Source: an optimization exercise on an open RTL-to-GDS flow (aim: small area, a short achievable clock period and few clock cycles per item). Production flows keep margins and buffers that such runs may drop. In this exercise RTL edits were held to simulation tests only and were not proved equivalent to the original. Power figures rest on the tool's default switching activity, not on a simulated workload.

<file path="flow/run.sh">
#!/bin/bash
# synth_recipe.tcl (not shown) runs the flow's synth.tcl, then flattens the netlist and writes it again
# the make line also repeats each setting of config.mk as NAME=value (left out here)
make -C /OpenROAD-flow-scripts/flow DESIGN_CONFIG=/design/flow/config.mk WORK_HOME=/design/flow/orfs CLKGATE_MAP_FILE= SYNTH_SCRIPT=/design/flow/synth_recipe.tcl finish
</file>
<file path="flow/config.mk">
export PLATFORM = sky130hd
export DESIGN_NAME = ubc_codec
export DESIGN_NICKNAME = ubc_codec
export VERILOG_FILES = /design/flow/design.v
export SDC_FILE = /design/flow/constraint.sdc
export NUM_CORES = 4
export LEC_CHECK = 0
export CAP_MARGIN = 20
export CORE_MARGIN = 2
export CORE_UTILIZATION = 40
export SLEW_MARGIN = 20
</file>
<file path="flow/constraint.sdc">
create_clock -name core_clock -period 6.0 [get_ports {clk}]
set_input_delay 1.2000 -clock core_clock [delete_from_list [all_inputs] [get_ports {clk}]]
set_output_delay 1.2000 -clock core_clock [all_outputs]
set_load 0.01 [all_outputs]
</file>
<file path="flow/design.v">
module ubc_enc (
    input  wire        clk,
    input  wire        rst,
    input  wire        start,
    input  wire        in_valid,
    input  wire        in_end,
    input  wire [7:0]  in_data,
    output wire        in_ready,
    output wire        out_valid,
    output wire [20:0] out_data,
    input  wire        out_ready,
    output wire [1:0]  phase,
    output wire [31:0] in_count,
    output wire [31:0] out_count
);
    localparam [1:0] IDLE = 2'd0, BUSY = 2'd1, DONE = 2'd2;
    localparam [20:0] U8_BASE  = 21'h000400;
    localparam [20:0] U12_BASE = 21'h004E00;
    localparam [20:0] A_BASE   = 21'h005E00;
    reg [1:0]  phase_r;
    reg        run_mode;      
    reg [1:0]  wcnt;          
    reg [7:0]  w0, w1;
    reg [7:0]  rb;            
    reg [11:0] rc;            
    reg [31:0] in_cnt, out_cnt;
    reg        ending;        
    reg        ov, pv2;
    reg [20:0] od, pd2;
    assign in_ready  = (phase_r == BUSY) && !ending && !ov && !pv2;
    assign out_valid = ov;
    assign out_data  = od;
    assign phase     = phase_r;
    assign in_count  = in_cnt;
    assign out_count = out_cnt;
    function [20:0] to_u8(input [7:0] b);
        to_u8 = U8_BASE + {13'd0, b};
    endfunction
    function [20:0] to_u12(input [11:0] n);
        to_u12 = U12_BASE + {9'd0, n};
    endfunction
    function [20:0] apack(input [7:0] a, input [7:0] b);
        apack = A_BASE + {7'd0, a[6], b[6], a[5:0], b[5:0]};
    endfunction
    reg [1:0]  n_emit;
    reg [20:0] s0, s1;
    reg        nx_run;
    reg [1:0]  nx_wcnt;
    reg [7:0]  nx_w0, nx_w1, nx_rb;
    reg [11:0] nx_rc;
    always @(*) begin
        n_emit  = 2'd0;
        s0      = 21'd0;
        s1      = 21'd0;
        nx_run  = run_mode;
        nx_wcnt = wcnt;
        nx_w0   = w0;
        nx_w1   = w1;
        nx_rb   = rb;
        nx_rc   = rc;
        if (in_end) begin
            if (run_mode) begin
                n_emit = 2'd2;
                s0     = to_u8(rb);
                s1     = to_u12(rc);
                nx_run = 1'b0;
            end else if (wcnt == 2'd1) begin
                n_emit = 2'd1;
                s0     = to_u8(w0);
            end else if (wcnt == 2'd2) begin
                if (!w0[7] && !w1[7]) begin
                    n_emit = 2'd1;
                    s0     = apack(w0, w1);
                end else begin
                    n_emit = 2'd2;
                    s0     = to_u8(w0);
                    s1     = to_u8(w1);
                end
            end
            nx_wcnt = 2'd0;
        end else if (run_mode) begin
            if (in_data == rb && rc != 12'd4095) begin
                nx_rc = rc + 12'd1;
            end else begin
                n_emit  = 2'd2;
                s0      = to_u8(rb);
                s1      = to_u12(rc);
                nx_run  = 1'b0;
                nx_w0   = in_data;
                nx_wcnt = 2'd1;
            end
        end else if (wcnt == 2'd0) begin
            nx_w0   = in_data;
            nx_wcnt = 2'd1;
        end else if (wcnt == 2'd1) begin
            nx_w1   = in_data;
            nx_wcnt = 2'd2;
        end else begin
            if (w0 == w1 && w1 == in_data) begin
                nx_run  = 1'b1;
                nx_rb   = w0;
                nx_rc   = 12'd3;
                nx_wcnt = 2'd0;
            end else if (!w0[7] && !w1[7]) begin
                n_emit  = 2'd1;
                s0      = apack(w0, w1);
                nx_w0   = in_data;
                nx_wcnt = 2'd1;
            end else begin
                n_emit  = 2'd2;
                s0      = to_u12({w0, w1[7:4]});
                s1      = to_u12({w1[3:0], in_data});
                nx_wcnt = 2'd0;
            end
        end
    end
    always @(posedge clk) begin
        if (rst) begin
            phase_r  <= IDLE;
            run_mode <= 1'b0;
            wcnt     <= 2'd0;
            w0       <= 8'd0;
            w1       <= 8'd0;
            rb       <= 8'd0;
            rc       <= 12'd0;
            in_cnt   <= 32'd0;
            out_cnt  <= 32'd0;
            ending   <= 1'b0;
            ov       <= 1'b0;
            pv2      <= 1'b0;
            od       <= 21'd0;
            pd2      <= 21'd0;
        end else begin
            if (ov && out_ready) begin
                if (pv2) begin
                    od  <= pd2;
                    pv2 <= 1'b0;
                end else begin
                    ov <= 1'b0;
                end
            end
            if (start && phase_r != BUSY) begin
                phase_r  <= BUSY;
                run_mode <= 1'b0;
                wcnt     <= 2'd0;
                rb       <= 8'd0;
                rc       <= 12'd0;
                in_cnt   <= 32'd0;
                out_cnt  <= 32'd0;
                ending   <= 1'b0;
            end else if (in_valid && in_ready) begin
                run_mode <= nx_run;
                wcnt     <= nx_wcnt;
                w0       <= nx_w0;
                w1       <= nx_w1;
                rb       <= nx_rb;
                rc       <= nx_rc;
                out_cnt  <= out_cnt + {30'd0, n_emit};
                if (in_end)
                    ending <= 1'b1;
                else
                    in_cnt <= in_cnt + 32'd1;
                if (n_emit != 2'd0) begin
                    ov  <= 1'b1;
                    od  <= s0;
                    pv2 <= (n_emit == 2'd2);
                    pd2 <= s1;
                end
            end else if (ending && !ov) begin
                ending  <= 1'b0;
                phase_r <= DONE;
            end
        end
    end
endmodule
module ubc_dec (
    input  wire        clk,
    input  wire        rst,
    input  wire        start,
    input  wire        mode,         
    input  wire        in_valid,
    input  wire        in_end,
    input  wire [20:0] in_data,
    output wire        in_ready,
    output wire        out_valid,
    output wire [7:0]  out_data,
    input  wire        out_ready,
    output wire [1:0]  phase,
    output wire [31:0] idx,
    output wire [31:0] out_count,
    output wire [1:0]  err_kind,
    output wire [31:0] err_idx,
    output wire [6:0]  err_sel
);
    localparam [1:0] IDLE = 2'd0, BUSY = 2'd1, DRAIN = 2'd2, DONE = 2'd3;
    localparam [1:0] K_NONE = 2'd0, K_PAIR = 2'd1, K_LONE = 2'd2;
    localparam [20:0] U8_BASE  = 21'h000400;
    localparam [20:0] U12_BASE = 21'h004E00;
    localparam [20:0] A_BASE   = 21'h005E00;
    function [2:0] cls(input [20:0] s);
        reg [20:0] d;
        begin
            d = s - A_BASE;
            if (s >= 21'h000400 && s <= 21'h0004FF)
                cls = 3'd1;
            else if (s >= 21'h004E00 && s <= 21'h005DFF)
                cls = 3'd2;
            else if (s >= 21'h005E00 && s <= 21'h009DFF)
                cls = {1'b1, d[13:12]};
            else if (s == 21'h00000A || s == 21'h00000D)
                cls = 3'd3;
            else
                cls = 3'd0;
        end
    endfunction
    reg [1:0]  phase_r;
    reg        cmode;
    reg        pv;
    reg [20:0] p;
    reg [2:0]  pc;
    reg [31:0] pidx;
    reg [31:0] idx_r;
    reg [31:0] out_cnt;
    reg [1:0]  kind_r;
    reg [31:0] eidx_r;
    reg [6:0]  esel_r;
    reg        ending;
    reg [1:0]  qn;
    reg [7:0]  q0, q1, q2;
    reg [11:0] rleft;
    reg [7:0]  rbyte;
    wire out_busy = (qn != 2'd0) || (rleft != 12'd0);
    assign in_ready  = (phase_r == BUSY || phase_r == DRAIN) && !ending && !out_busy;
    assign out_valid = out_busy;
    assign out_data  = (qn != 2'd0) ? q0 : rbyte;
    assign phase     = phase_r;
    assign idx       = idx_r;
    assign out_count = out_cnt;
    assign err_kind  = kind_r;
    assign err_idx   = eidx_r;
    assign err_sel   = esel_r;
    wire [2:0]  c    = cls(in_data);
    wire [6:0]  sel  = {1'b1, c, pc};
    wire [20:0] ds   = in_data - A_BASE;
    wire [20:0] p8   = p - U8_BASE;
    wire [20:0] p12  = p - U12_BASE;
    wire [20:0] s8   = in_data - U8_BASE;
    wire [20:0] s12  = in_data - U12_BASE;
    reg [1:0]  n_q;           
    reg [7:0]  b0, b1, b2;
    reg [11:0] n_run;         
    reg        do_err;
    reg [1:0]  e_kind;
    reg [6:0]  e_sel;
    reg        nx_pv;
    reg        do_hold;
    always @(*) begin
        n_q     = 2'd0;
        b0      = 8'd0;
        b1      = 8'd0;
        b2      = 8'd0;
        n_run   = 12'd0;
        do_err  = 1'b0;
        e_kind  = K_NONE;
        e_sel   = 7'd0;
        nx_pv   = pv;
        do_hold = 1'b0;
        if (in_end) begin
            if (phase_r == BUSY && pv) begin
                nx_pv = 1'b0;
                if (pc == 3'd1) begin
                    n_q = 2'd1;
                    b0  = p8[7:0];
                end else begin
                    do_err = 1'b1;
                    e_kind = K_LONE;
                    e_sel  = {4'b0000, pc};
                end
            end
        end else if (c != 3'd3) begin
            if (!pv) begin
                if (c[2]) begin
                    n_q = 2'd2;
                    b0  = {1'b0, ds[13], ds[11:6]};
                    b1  = {1'b0, ds[12], ds[5:0]};
                end else begin
                    do_hold = 1'b1;
                    nx_pv   = 1'b1;
                end
            end else begin
                nx_pv = 1'b0;
                if (sel == 7'b1010010) begin
                    n_q = 2'd3;
                    b0  = p12[11:4];
                    b1  = {p12[3:0], s12[11:8]};
                    b2  = s12[7:0];
                end else if (sel == 7'b1010001) begin
                    n_run = s12[11:0];
                end else if (sel == 7'b1001001) begin
                    n_q = 2'd2;
                    b0  = p8[7:0];
                    b1  = s8[7:0];
                end else begin
                    do_err = 1'b1;
                    e_kind = K_PAIR;
                    e_sel  = sel;
                end
            end
        end
    end
    always @(posedge clk) begin
        if (rst) begin
            phase_r <= IDLE;
            cmode   <= 1'b0;
            pv      <= 1'b0;
            p       <= 21'd0;
            pc      <= 3'd0;
            pidx    <= 32'd0;
            idx_r   <= 32'd0;
            out_cnt <= 32'd0;
            kind_r  <= K_NONE;
            eidx_r  <= 32'd0;
            esel_r  <= 7'd0;
            ending  <= 1'b0;
            qn      <= 2'd0;
            q0      <= 8'd0;
            q1      <= 8'd0;
            q2      <= 8'd0;
            rleft   <= 12'd0;
            rbyte   <= 8'd0;
        end else begin
            if (out_busy && out_ready) begin
                if (qn != 2'd0) begin
                    q0 <= q1;
                    q1 <= q2;
                    qn <= qn - 2'd1;
                end else begin
                    rleft <= rleft - 12'd1;
                end
            end
            if (start && (phase_r == IDLE || phase_r == DONE)) begin
                phase_r <= BUSY;
                cmode   <= mode;
                pv      <= 1'b0;
                idx_r   <= 32'd0;
                out_cnt <= 32'd0;
                kind_r  <= K_NONE;
                eidx_r  <= 32'd0;
                esel_r  <= 7'd0;
                ending  <= 1'b0;
            end else if (in_valid && in_ready) begin
                if (in_end) begin
                    pv     <= 1'b0;
                    ending <= 1'b1;
                end
                if (phase_r == BUSY) begin
                    if (!in_end && c != 3'd3)
                        idx_r <= idx_r + 32'd1;
                    pv <= nx_pv;
                    if (do_hold) begin
                        p    <= in_data;
                        pc   <= c;
                        pidx <= idx_r;
                    end
                    out_cnt <= out_cnt + {30'd0, n_q} + {20'd0, n_run};
                    if (!cmode) begin
                        qn    <= n_q;
                        q0    <= b0;
                        q1    <= b1;
                        q2    <= b2;
                        rleft <= n_run;
                        rbyte <= p8[7:0];
                    end
                    if (do_err) begin
                        kind_r  <= e_kind;
                        eidx_r  <= pidx;
                        esel_r  <= e_sel;
                        if (!in_end)
                            phase_r <= DRAIN;
                    end
                end
            end else if (ending && !out_busy) begin
                ending  <= 1'b0;
                phase_r <= DONE;
            end
        end
    end
endmodule
module ubc_codec (
    input  wire        clk,
    input  wire        rst,
    input  wire        enc_start,
    input  wire        enc_in_valid,
    input  wire        enc_in_end,
    input  wire [7:0]  enc_in_data,
    output wire        enc_in_ready,
    output wire        enc_out_valid,
    output wire [20:0] enc_out_data,
    input  wire        enc_out_ready,
    output wire [1:0]  enc_phase,
    output wire [31:0] enc_in_count,
    output wire [31:0] enc_out_count,
    input  wire        dec_start,
    input  wire        dec_mode,
    input  wire        dec_in_valid,
    input  wire        dec_in_end,
    input  wire [20:0] dec_in_data,
    output wire        dec_in_ready,
    output wire        dec_out_valid,
    output wire [7:0]  dec_out_data,
    input  wire        dec_out_ready,
    output wire [1:0]  dec_phase,
    output wire [31:0] dec_idx,
    output wire [31:0] dec_out_count,
    output wire [1:0]  dec_err_kind,
    output wire [31:0] dec_err_idx,
    output wire [6:0]  dec_err_sel
);
    ubc_enc u_enc (
        .clk       (clk),
        .rst       (rst),
        .start     (enc_start),
        .in_valid  (enc_in_valid),
        .in_end    (enc_in_end),
        .in_data   (enc_in_data),
        .in_ready  (enc_in_ready),
        .out_valid (enc_out_valid),
        .out_data  (enc_out_data),
        .out_ready (enc_out_ready),
        .phase     (enc_phase),
        .in_count  (enc_in_count),
        .out_count (enc_out_count)
    );
    ubc_dec u_dec (
        .clk       (clk),
        .rst       (rst),
        .start     (dec_start),
        .mode      (dec_mode),
        .in_valid  (dec_in_valid),
        .in_end    (dec_in_end),
        .in_data   (dec_in_data),
        .in_ready  (dec_in_ready),
        .out_valid (dec_out_valid),
        .out_data  (dec_out_data),
        .out_ready (dec_out_ready),
        .phase     (dec_phase),
        .idx       (dec_idx),
        .out_count (dec_out_count),
        .err_kind  (dec_err_kind),
        .err_idx   (dec_err_idx),
        .err_sel   (dec_err_sel)
    );
endmodule
</file>
==> summary.md <==
The number of hold violations in the final report was 0. In the final timing run, aggregate negative setup slack is 0 ps. Of all nets on the critical path, the largest fanout is 11. Clock tree synthesis selected as its root buffer the cell clkbuf_16. Counting tap cells, the placed design contains a total of 2688 instances.

Fraction of the yosys area taken by sequential cells: 41.53%. After synthesis, the cell types taking the most area are dfxtp_1, nand2_1, nor2_1, a21oi_1, mux2i_1. The share of cells above drive strength 1 was 8.225%. The H-tree was split into 2 levels.

In this run the count of I/O pins placed on the die edge is 246. Post-CTS repair changed the size of 0 cells. The global placement routability congestion came out at 0.8911.

The number of diodes was 0. The final cycle utilization of the critical path is 91.48%. dfxtp_1 takes more of the synthesized area than any other cell. In this run the remaining antenna-violating nets after routing total 0. The startpoint identified for the worst register-to-register timing path is u_dec.pv.

Warning count from the yosys run: 2. The dominant synthesized flop cell was dfxtp_1. Measured along the x axis, the die boundary spans 207.9 um. The first global-routing pass estimated 79.99 mm of wire.

The minimum clock period after layout was 5489 ps. The clock net in this run drives a total of 345 sinks. For the worst-skew pair, the clock arrives at the later sink with an insertion delay of 550 ps. The clock-pin transition on the worst setup and hold timing paths was 60 ps.

The flow ran to the end and the layout has no timing, DRC or antenna violations. The worst hold path belongs to the class register to register. The worst setup path is captured at a register. The placement row count came out at 74. The run gives 40 as the total clock buffers created by CTS. The floorplan step defined a die boundary enclosing 0.04322 mm^2.

For the max-slew violation count, the log shows 0. The die is 207.9 um tall. The number of enable-type register cells in the synthesized netlist was 0; the starting density of the core was 40.63%. The half-perimeter wire length after detailed placement came out at 35.07 mm.

Most common cell after layout, fill and taps aside: dfxtp_1. Post-CTS timing repair inserted 0 buffers for setup. Max-cap violations in this run came to 0. Compared with the post-synthesis result, the final layout area differs by 26.97%.

The DRC violation count after routing came out at 0. Number of nets at the end of the flow: 2282. The proportion of netlist area held by the largest area contributor was 41.53%.

The average via count per standard cell came out at 5.448. After clock tree synthesis, the flow added hold-fix buffers numbering 0. The worst ir drop on vdd is 0.1942 mV, and the setup skew after layout is 15.18 ps.

A synthesized cell averages 8.480 um^2. Hold timing on the final database bottoms out at a slack of 450.7 ps. The routed design has 49.90 mm of wire.

The arrival time of the worst setup path was 5950 ps. The filler cells instantiated in the layout total 3873. The clock tree buffer depth was 3; the maximum clock rate was 0.1822 GHz. In this run, distinct cell masters in the synthesized netlist total 83. Summing every instance area after synthesis gives 0.01663 mm^2. In this run the most critical hold path is launched from u_dec.rbyte[6]. Floorplan core area: 0.04092 mm^2. The number of standard cells after synthesis is 1961. TritonCTS built the clock tree.

The category of the most critical setup path was input pin to register. The number of global-route vias before repair is 14420, and the average detailed-routed wire length per instance is 18.10 um. Source of the critical timing path: dec_in_data[7].

The count of port buffers added during placement came out at 245. The logs give 5 for the number of iterations in the first detailed-routing pass and 15020 for the total via count in the routed design. The remaining max-slew budget at the tightest pin was 24.12%; the leakage power was 0.007359 uW. For this design the ratio of total power to cell area is 251.0 mW/mm^2. The worst path meets setup with 511.4 ps of slack. Synthesis produced a netlist with a net count of 2045. Pre-CTS setup slack: 19.11 ps. Global routing consumed, over all layers together, 22.47% of the routing resources. At the worst endpoint, the required time is 6460 ps. The async set-reset flop share out of synthesis was 0%. Setup repair after global routing left no endpoint under its margin. Entering global routing, the biggest net connects 75 pins. The count of cells in the finished layout, fillers not included, comes to 2757. At the pin with the least slew margin, the transition time is 1130 ps.

Setup violations remaining at the end of the flow were counted as 0. The violation count after the first detailed-routing iteration is 1082, and the total congestion overflow after global routing is 0. The worst setup path is launched from an input pin. Flip-flop and latch count after synthesis: 345. Leaving out fill and tap cells, the most frequent cells in the layout are dfxtp_1, clkdlybuf4s50_1, nand2_1, nor2_1, a21oi_1.

For the initial antenna violation count, the log shows 1.
-- report_power, final --
| part | switching, uW | internal (uW) |
|---|---|---|
| logic | 292 | 181 |
| registers | 38.1 | 2330 |
| clock network | 982 | 1480 |
| total | 1310 | 3990 |
-- worst paths after layout --
check	endpoint	slack, ps	depth (start not counted)
max	u_dec.out_cnt[31]	510	18
min	u_dec.rbyte[6]	450	2
max reg2reg	u_dec.out_cnt[31]	1380	15
min reg2reg	u_dec.rbyte[6]	450	2
-- through the flow --
step / area, um^2 / power, uW / util [%]
3_5_place_dp: 19790 / 2890 / 48.35
6_report: 21110 / 5300 / 51.59
4_1_cts: 21110 / 5371 / 51.57
2_1_floorplan: 16630 / 2725 / -
3_3_place_gp: 19790 / 2882 / 48.35
5_1_grt: 21110 / 5513 / 51.59
-- cells in the mapped netlist, types with 21 or more instances --
master and count:
a211oi_1 46, a21oi_1 159, a22oi_1 21, and2_1 21, and3_1 25, clkbuf_1 94
dfxtp_1 345, ha_1 40, inv_1 57, mux2i_1 74, nand2_1 240, nand3_1 66
nor2_1 225, nor3_1 41, nor4_1 22, o21ai_0 43, or3_1 31, xnor2_1 62
xor2_1 61
-- logic make-up (layout without fill, tap and decap cells) --
logic type,Yosys count,count (layout),synth area share (%)
XOR/XNOR,123,123,6.479
AND/OR/NAND/NOR,810,810,24.39
flip-flops,345,345,41.53
multiplexers,89,89,5.470
adder cells (fa/ha/maj),44,44,3.491
AO/OA/AOI/OAI,383,383,14.69
buffers and inverters,167,431,3.950
-- cell type report --
type / instances / area [um^2] / share of cell area (%)
Clock buffer: 60 / 1207 / 5.719
Clock inverter: 9 / 111.4 / 0.5274
Inverter: 57 / 214.0 / 1.013
Multi-Input combinational cell: 1449 / 9107 / 43.14
Sequential cell: 345 / 6907 / 32.71
Tap cell: 532 / 665.6 / 3.153
Timing Repair Buffer: 305 / 2900 / 13.74
-- metal layers --
metal	part of all wire [%]	global-route usage [%]
met3	6.5	5.208
met2	45	35.64
met1	46	30.47
met4	2.2	6.505
met5	0.032	0
-- critical path, cell delays in order --
cell and delay (ps):
clkdlybuf4s50_1 500, nand4_1 140, or4_4 590, a21oi_1 210, nand2_1 90, nor2_1 500, nand2_1 160, fa_1 480
inv_1 70, ha_1 180, fa_1 250, a21o_1 140, a21oi_1 70, o21ai_0 220, a41o_1 360, nand3b_4 160
or4_1 480, a21oi_1 140
-- state kept, by name, summed over array words and instances (netlist names), 12 cells and up --
| name | cells |
|---|---|
| u_enc.od | 21 |
| u_enc.out_cnt | 32 |
| u_enc.in_cnt | 32 |
| u_dec.idx_r | 32 |
| u_enc.rc | 12 |
| u_enc.pd2 | 14 |
| u_dec.out_cnt | 32 |
| u_dec.eidx_r | 32 |
| u_dec.rleft | 12 |
| u_dec.p | 12 |
| u_dec.pidx | 32 |
Testbench counts, summed over its fixed seeds: cycles 48,924, items 65,871.

re-timing with driven ports:
In the flow no input, the clock included, has a driving cell. The finished layout below was timed again as built, in two steps. Step 1, drivers: a clkbuf_16 drives clk and a buf_2 each remaining input, both assumed. Step 2 times the ports against the registers' clock, not the clock port: input delays grow and output delays shrink by t, the midpoint of the rising clock arrivals with the driver on. a / b / c = ideal ports / drivers / drivers and shift; a / b = the first two.
t, ns: 0.593
setup WS [ns]: 0.511 / 0.542 / -0.052
hold WS [ns]: 0.451 / 0.451 / 0.451
worst setup path at the end: input to register
worst slew at a driven data input, ns: 0.07
Met with ideal ports but missed after step 2: setup timing in this run. For this run, drivers alone change the setup slack by +0.031 ns; drivers and shift together by -0.563 ns.
